Context: an optimization exercise on an open-source flow, tuned for small area, a short achievable clock period and few clock cycles. The choices shown serve that exercise and are no tape-out recipe. RTL that was checked went through simulation tests only; none was proved equivalent to the original. Power and IR drop assume default switching activity.

==> v34 <==
==> flow/design.v <==
module xbee_rx #(
    parameter RX_CAP = 128            
) (
    input  wire       clk,
    input  wire       rst,            
    input  wire       api_mode,       
    input  wire       in_valid,
    output wire       in_ready,
    input  wire [7:0] in_data,
    output wire       out_valid,
    input  wire       out_ready,
    output wire [7:0] out_data,
    output wire       out_last,
    output wire       out_fault,      
    output wire       out_chk_err     
);
    localparam [1:0] P_WAIT = 2'd0, P_HI = 2'd1, P_LO = 2'd2, P_BODY = 2'd3;
    localparam [2:0] R_IDLE = 3'd0, R_HDR = 3'd1, R_H1 = 3'd2, R_H2 = 3'd3,
                     R_BODY = 3'd4;
    reg        rdy;
    reg        bv;                    
    reg  [7:0] b;
    reg        e7, d7;                
    reg        bes;                   
    reg        p7d;                   
    reg        mode;                  
    reg        rr;                    
    wire take = in_valid & rdy;
    always @(posedge clk) begin
        b    <= in_data;
        e7   <= (in_data == 8'h7E);
        d7   <= (in_data == 8'h7D);
        mode <= api_mode;
        rr   <= rst;
        if (rst) begin
            bv  <= 1'b0;
            p7d <= 1'b0;
        end else begin
            bv <= take;
            if (take) begin
                bes <= p7d;
                p7d <= mode & (in_data == 8'h7D);
            end
        end
    end
    reg  [1:0] ph;
    reg        hz;                    
    reg        dl;                    
    reg  [6:0] rc;                    
    reg  [7:0] sum;
    reg  [6:0] len;
    reg  [7:0] wp;                    
    reg  [7:0] fb;                    
    reg        pend;                  
    reg        ce;                    
    reg        we;
    reg  [6:0] wa;
    reg  [7:0] wd;
    reg        cmu;                   
    reg  [7:0] mem [0:RX_CAP-1];
    reg  [7:0] cm;                    
    reg  [7:0] ra;                    
    wire [7:0] v     = b ^ {2'b00, bes, 5'b00000};
    wire       start = bv & e7 & ((ph == P_WAIT) | (mode & ~bes));
    wire       escm  = bv & mode & d7;
    wire       data  = bv & ~start & ~escm;
    wire       rz    = (rc == 7'd0);
    wire       lo_ok = hz & (v != 8'd0) & (v <= 8'd124);
    wire       s_hi   = data & (ph == P_HI);
    wire       s_lo   = data & (ph == P_LO);
    wire       s_body = data & (ph == P_BODY);
    wire       s_done = s_body & rz & dl;
    wire       s_flt  = s_body & rz & ~dl;
    wire       s_dat  = s_body & ~rz;
    always @(posedge clk) begin
        if (rr) begin
            ph   <= P_WAIT;
            wp   <= 8'd0;
            fb   <= 8'd0;
            pend <= 1'b0;
            we   <= 1'b0;
            cmu  <= 1'b0;
            cm   <= 8'd0;
        end else begin
            if (start)
                ph <= P_HI;
            else if (s_hi)
                ph <= P_LO;
            else if (s_lo)
                ph <= P_BODY;
            else if (s_done | s_flt)
                ph <= P_WAIT;
            if (s_hi)
                hz <= (v == 8'd0);
            if (s_lo) begin
                dl  <= lo_ok;
                len <= v[6:0];
                rc  <= lo_ok ? v[6:0] : 7'd125;
            end else if (s_dat) begin
                rc <= rc - 7'd1;
            end
            if (start)
                sum <= 8'd0;
            else if (s_dat)
                sum <= sum + v;
            if (s_done)
                ce <= ((v ^ sum) != 8'hFF);
            pend <= s_done;
            if (pend)
                fb <= wp;
            else if (s_flt)
                fb <= wp + 8'd1;
            if (pend)
                wp <= wp;
            else if (start)
                wp <= fb;
            else if ((s_lo & lo_ok) | (s_dat & dl) | s_done | s_flt)
                wp <= wp + 8'd1;
            we  <= pend | (s_dat & dl) | s_done | s_flt;
            cmu <= pend | s_flt;
            if (pend) begin
                wa <= fb[6:0];
                wd <= {ce, len};
            end else begin
                wa <= wp[6:0];
                wd <= s_flt ? 8'd0 : v;
            end
            if (cmu)
                cm <= fb;
        end
    end
    always @(posedge clk) begin
        if (rst | rr)
            rdy <= 1'b1;
        else
            rdy <= ((wp - ra) <= 8'd125);
    end
    always @(posedge clk) begin
        if (we)
            mem[wa] <= wd;
    end
    reg  [2:0] rs;
    reg  [6:0] oc;                    
    reg        rchk;
    reg  [7:0] rq;
    reg  [4:0] ga;
    reg  [7:0] g [0:3];
    reg        avq;                   
    reg        ov, olast, ofault, ochk;
    reg  [7:0] od;
    wire [31:0] gsel1 = 32'd1 << ga;
    reg  [7:0]  s1 [0:3];
    integer qi, wi;
    always @(*) begin
        for (qi = 0; qi < 4; qi = qi + 1) begin
            s1[qi] = 8'd0;
            for (wi = 0; wi < 32; wi = wi + 1)
                s1[qi] = s1[qi] | (mem[qi*32 + wi] & {8{gsel1[wi]}});
        end
    end
    wire [7:0] gq    = g[ra[6:5]];
    wire       avail = (ra != cm);
    wire       oload = ~ov | out_ready;
    wire       ocz   = (oc == 7'd0);
    wire       hflt  = (rq == 8'd0);      
    wire       adv   = ((rs == R_IDLE) & avq) |
                       (((rs == R_H2) | ((rs == R_BODY) & ~ocz)) & oload);
    wire       gload = (rs == R_IDLE) | (rs == R_HDR) | adv;
    always @(posedge clk) begin
        if (gload) begin
            g[0] <= s1[0];
            g[1] <= s1[1];
            g[2] <= s1[2];
            g[3] <= s1[3];
        end
        if (adv)
            rq <= gq;
    end
    always @(posedge clk) begin
        if (rst | rr) begin
            ov <= 1'b0;
        end else if (rs != R_IDLE) begin
            if (oload)
                ov <= 1'b1;
        end else if (oload) begin
            ov <= 1'b0;
        end
        if (rr) begin
            rs  <= R_IDLE;
            ra  <= 8'd0;
            ga  <= 5'd0;
            avq <= 1'b0;
        end else begin
            avq <= (rs == R_IDLE) & avail & ~avq;
            if (adv) begin
                ra <= ra + 8'd1;
                ga <= ga + 5'd1;
            end
            if (rs == R_IDLE) begin
                if (avq)
                    rs <= R_HDR;
            end else if (oload) begin
                ofault <= 1'b0;
                olast  <= 1'b0;
                case (rs)
                    R_HDR: begin
                        od   <= 8'h7E;
                        oc   <= rq[6:0];
                        rchk <= rq[7];
                        ochk <= rq[7];
                        if (hflt) begin
                            ofault <= 1'b1;
                            olast  <= 1'b1;
                            rs     <= R_IDLE;
                        end else begin
                            ga <= ga + 5'd1;
                            rs <= R_H1;
                        end
                    end
                    R_H1: begin
                        od <= 8'h00;
                        rs <= R_H2;
                    end
                    R_H2: begin
                        od <= {1'b0, oc};
                        rs <= R_BODY;
                    end
                    default: begin
                        od <= rq;
                        oc <= oc - 7'd1;
                        if (ocz) begin
                            olast <= 1'b1;
                            ga    <= ra[4:0];
                            rs    <= R_IDLE;
                        end
                    end
                endcase
            end
        end
    end
    assign in_ready    = rdy;
    assign out_valid   = ov;
    assign out_data    = od;
    assign out_last    = olast;
    assign out_fault   = ofault;
    assign out_chk_err = ochk;
endmodule
==> flow/run.sh <==
#!/bin/bash
# synth_recipe.tcl (not shown) runs the flow's synth.tcl, then flattens the netlist and writes it again
# the make line also repeats each setting of config.mk as NAME=value (left out here)
make -C /OpenROAD-flow-scripts/flow DESIGN_CONFIG=/design/flow/config.mk WORK_HOME=/design/flow/orfs CLKGATE_MAP_FILE= SYNTH_SCRIPT=/design/flow/synth_recipe.tcl finish
==> flow/config.mk <==
export PLATFORM = sky130hd
export DESIGN_NAME = xbee_rx
export DESIGN_NICKNAME = xbee_rx
export VERILOG_FILES = /design/flow/design.v
export SDC_FILE = /design/flow/constraint.sdc
export NUM_CORES = 4
export LEC_CHECK = 0
export CAP_MARGIN = 20
export CORE_MARGIN = 2
export CORE_UTILIZATION = 40
export SETUP_SLACK_MARGIN = 3.4
export SLEW_MARGIN = 20
==> flow/constraint.sdc <==
create_clock -name core_clock -period 6.0 [get_ports {clk}]
set_input_delay 1.2000 -clock core_clock [delete_from_list [all_inputs] [get_ports {clk}]]
set_output_delay 1.2000 -clock core_clock [all_outputs]
set_load 0.01 [all_outputs]
==> inputs of v20, as changes to v34 <==
--- a/flow/design.v
+++ b/flow/design.v
@@ -54,6 +54,6 @@
     reg        pend;                  
     reg        ce;                    
-    reg        we;
-    reg  [6:0] wa;
+    reg  [7:0] wlo;                   
+    reg  [15:0] whi;                  
     reg  [7:0] wd;
     reg        cmu;                   
@@ -79,5 +79,5 @@
             fb   <= 8'd0;
             pend <= 1'b0;
-            we   <= 1'b0;
+            wlo  <= 8'd0;
             cmu  <= 1'b0;
             cm   <= 8'd0;
@@ -117,11 +117,12 @@
             else if ((s_lo & lo_ok) | (s_dat & dl) | s_done | s_flt)
                 wp <= wp + 8'd1;
-            we  <= pend | (s_dat & dl) | s_done | s_flt;
+            wlo <= (pend | (s_dat & dl) | s_done | s_flt) ?
+                   (8'd1 << (pend ? fb[2:0] : wp[2:0])) : 8'd0;
             cmu <= pend | s_flt;
             if (pend) begin
-                wa <= fb[6:0];
+                whi <= 16'd1 << fb[6:3];
                 wd <= {ce, len};
             end else begin
-                wa <= wp[6:0];
+                whi <= 16'd1 << wp[6:3];
                 wd <= s_flt ? 8'd0 : v;
             end
@@ -136,7 +137,10 @@
             rdy <= ((wp - ra) <= 8'd125);
     end
-    always @(posedge clk) begin
-        if (we)
-            mem[wa] <= wd;
+    integer wr, wc;
+    always @(posedge clk) begin
+        for (wr = 0; wr < 16; wr = wr + 1)
+            for (wc = 0; wc < 8; wc = wc + 1)
+                if (whi[wr] & wlo[wc])
+                    mem[wr*8 + wc] <= wd;
     end
     reg  [2:0] rs;
@@ -144,10 +148,14 @@
     reg        rchk;
     reg  [7:0] rq;
-    reg  [4:0] ga;
+    reg  [7:0] gal;                   
+    reg  [3:0] gah;                   
     reg  [7:0] g [0:3];
     reg        avq;                   
     reg        ov, olast, ofault, ochk;
     reg  [7:0] od;
-    wire [31:0] gsel1 = 32'd1 << ga;
+    wire [31:0] gsel1 = {{8{gah[3]}} & gal, {8{gah[2]}} & gal,
+                         {8{gah[1]}} & gal, {8{gah[0]}} & gal};
+    wire [7:0]  gal1  = {gal[6:0], gal[7]};
+    wire [3:0]  gah1  = gal[7] ? {gah[2:0], gah[3]} : gah;
     reg  [7:0]  s1 [0:3];
     integer qi, wi;
@@ -189,5 +197,6 @@
             rs  <= R_IDLE;
             ra  <= 8'd0;
-            ga  <= 5'd0;
+            gal <= 8'd1;
+            gah <= 4'd1;
             avq <= 1'b0;
         end else begin
@@ -195,5 +204,6 @@
             if (adv) begin
                 ra <= ra + 8'd1;
-                ga <= ga + 5'd1;
+                gal <= gal1;
+                gah <= gah1;
             end
             if (rs == R_IDLE) begin
@@ -214,5 +224,6 @@
                             rs     <= R_IDLE;
                         end else begin
-                            ga <= ga + 5'd1;
+                            gal <= gal1;
+                            gah <= gah1;
                             rs <= R_H1;
                         end
@@ -231,5 +242,6 @@
                         if (ocz) begin
                             olast <= 1'b1;
-                            ga    <= ra[4:0];
+                            gal   <= 8'd1 << ra[2:0];
+                            gah   <= 4'd1 << ra[4:3];
                             rs    <= R_IDLE;
                         end
--- a/flow/config.mk
+++ b/flow/config.mk
@@ -9,4 +9,4 @@
 export CORE_MARGIN = 2
 export CORE_UTILIZATION = 40
-export SETUP_SLACK_MARGIN = 3.4
+export SETUP_SLACK_MARGIN = 3.3
 export SLEW_MARGIN = 20
==> inputs of v35, as changes to v34 <==
--- a/flow/design.v
+++ b/flow/design.v
@@ -54,6 +54,6 @@
     reg        pend;                  
     reg        ce;                    
-    reg        we;
-    reg  [6:0] wa;
+    reg  [7:0] wlo;                   
+    reg  [15:0] whi;                  
     reg  [7:0] wd;
     reg        cmu;                   
@@ -79,5 +79,5 @@
             fb   <= 8'd0;
             pend <= 1'b0;
-            we   <= 1'b0;
+            wlo  <= 8'd0;
             cmu  <= 1'b0;
             cm   <= 8'd0;
@@ -117,11 +117,12 @@
             else if ((s_lo & lo_ok) | (s_dat & dl) | s_done | s_flt)
                 wp <= wp + 8'd1;
-            we  <= pend | (s_dat & dl) | s_done | s_flt;
+            wlo <= (pend | (s_dat & dl) | s_done | s_flt) ?
+                   (8'd1 << (pend ? fb[2:0] : wp[2:0])) : 8'd0;
             cmu <= pend | s_flt;
             if (pend) begin
-                wa <= fb[6:0];
+                whi <= 16'd1 << fb[6:3];
                 wd <= {ce, len};
             end else begin
-                wa <= wp[6:0];
+                whi <= 16'd1 << wp[6:3];
                 wd <= s_flt ? 8'd0 : v;
             end
@@ -136,7 +137,10 @@
             rdy <= ((wp - ra) <= 8'd125);
     end
-    always @(posedge clk) begin
-        if (we)
-            mem[wa] <= wd;
+    integer wr, wc;
+    always @(posedge clk) begin
+        for (wr = 0; wr < 16; wr = wr + 1)
+            for (wc = 0; wc < 8; wc = wc + 1)
+                if (whi[wr] & wlo[wc])
+                    mem[wr*8 + wc] <= wd;
     end
     reg  [2:0] rs;
@@ -144,10 +148,14 @@
     reg        rchk;
     reg  [7:0] rq;
-    reg  [4:0] ga;
+    reg  [7:0] gal;                   
+    reg  [3:0] gah;                   
     reg  [7:0] g [0:3];
     reg        avq;                   
     reg        ov, olast, ofault, ochk;
     reg  [7:0] od;
-    wire [31:0] gsel1 = 32'd1 << ga;
+    wire [31:0] gsel1 = {{8{gah[3]}} & gal, {8{gah[2]}} & gal,
+                         {8{gah[1]}} & gal, {8{gah[0]}} & gal};
+    wire [7:0]  gal1  = {gal[6:0], gal[7]};
+    wire [3:0]  gah1  = gal[7] ? {gah[2:0], gah[3]} : gah;
     reg  [7:0]  s1 [0:3];
     integer qi, wi;
@@ -189,5 +197,6 @@
             rs  <= R_IDLE;
             ra  <= 8'd0;
-            ga  <= 5'd0;
+            gal <= 8'd1;
+            gah <= 4'd1;
             avq <= 1'b0;
         end else begin
@@ -195,5 +204,6 @@
             if (adv) begin
                 ra <= ra + 8'd1;
-                ga <= ga + 5'd1;
+                gal <= gal1;
+                gah <= gah1;
             end
             if (rs == R_IDLE) begin
@@ -214,5 +224,6 @@
                             rs     <= R_IDLE;
                         end else begin
-                            ga <= ga + 5'd1;
+                            gal <= gal1;
+                            gah <= gah1;
                             rs <= R_H1;
                         end
@@ -231,5 +242,6 @@
                         if (ocz) begin
                             olast <= 1'b1;
-                            ga    <= ra[4:0];
+                            gal   <= 8'd1 << ra[2:0];
+                            gah   <= 4'd1 << ra[4:3];
                             rs    <= R_IDLE;
                         end
--- a/flow/config.mk
+++ b/flow/config.mk
@@ -8,5 +8,5 @@
 export CAP_MARGIN = 20
 export CORE_MARGIN = 2
-export CORE_UTILIZATION = 40
-export SETUP_SLACK_MARGIN = 3.4
+export CORE_UTILIZATION = 60
+export SETUP_SLACK_MARGIN = 3.6
 export SLEW_MARGIN = 20
==> notes <==
The lowest setup slack belongs to v34, the highest to v35.
Of v34 and v35, v35 has the higher sequential share of layout area (gap 5.4 points).
In v34 the combinational power is smaller than in v20, by 90%.
Clock power: v35 < v34 < v20.
Of v35 and v34, v35 has the higher synthesized cell count (gap 0.42%, measured against v34).
==> figures <==
Result of the run: v20 complete, no violations; v35 complete, no violations; v34 complete, no violations
Share of the final layout cell area in multi-input gates: v20 0.191; v35 0.193; v34 0.211
Well-Tap Cells: v20 1512; v35 1030; v34 1512
PD cells: v20 372 nW/um^2; v35 361 nW/um^2; v34 297 nW/um^2
Starting density of the core: v20 0.405; v35 0.609; v34 0.402
1st-pass router iterations: v20 7; v35 6; v34 9
Routability-driven placement congestion ratio: v20 0.903; v35 0.883; v34 0.987
Site Rows: v20 124; v35 101; v34 124
Metal3 WL: v20 16700 microns; v35 20200 microns; v34 28600 microns
R2r startpoint: v20 gal[7]$_SDFF_PP0_; v35 gal[5]$_SDFF_PP0_; v34 we$_SDFF_PP0_
Clock edge transition at the registers on the reported setup and hold paths: v20 0.07 ns; v35 0.07 ns; v34 0.06 ns
Testbench counts of v20, summed over its fixed seeds: cycles 28,916.
Testbench counts of v35, summed over its fixed seeds: cycles 28,916.
For v34, only the layout was checked, not whether the RTL still works.

## what the ideal ports hide
The results above use ideal ports. As a check the final layouts listed here were re-extracted and re-timed, cells and wires unchanged. Step 1, drivers: a clkbuf_16 drives clk and a buf_2 each remaining input, both assumed. Step 2 moves the port delays by t, midway between the first and last clock arrival at a register: inputs arrive t later, outputs are due t later. That takes back most of the time a late clock gives input paths. a / b / c = ideal ports / drivers / drivers and shift; a / b = the first two.
run	shift t [ns]	setup slack, ns	clock arrival spread, ns	pins driven straight from the clock port
v34	0.779	2.996 / 2.996 / 2.759	0.066 / 0.066	1
v20	0.774	3.232 / 3.232 / 2.690	0.048 / 0.049	1
v35	0.742	3.484 / 3.484 / 2.990	0.017 / 0.017	1
After both steps every run listed still meets setup and hold. For v20, which loses most, drivers alone change the setup slack by 0.000 ns; drivers and shift together by -0.542 ns.
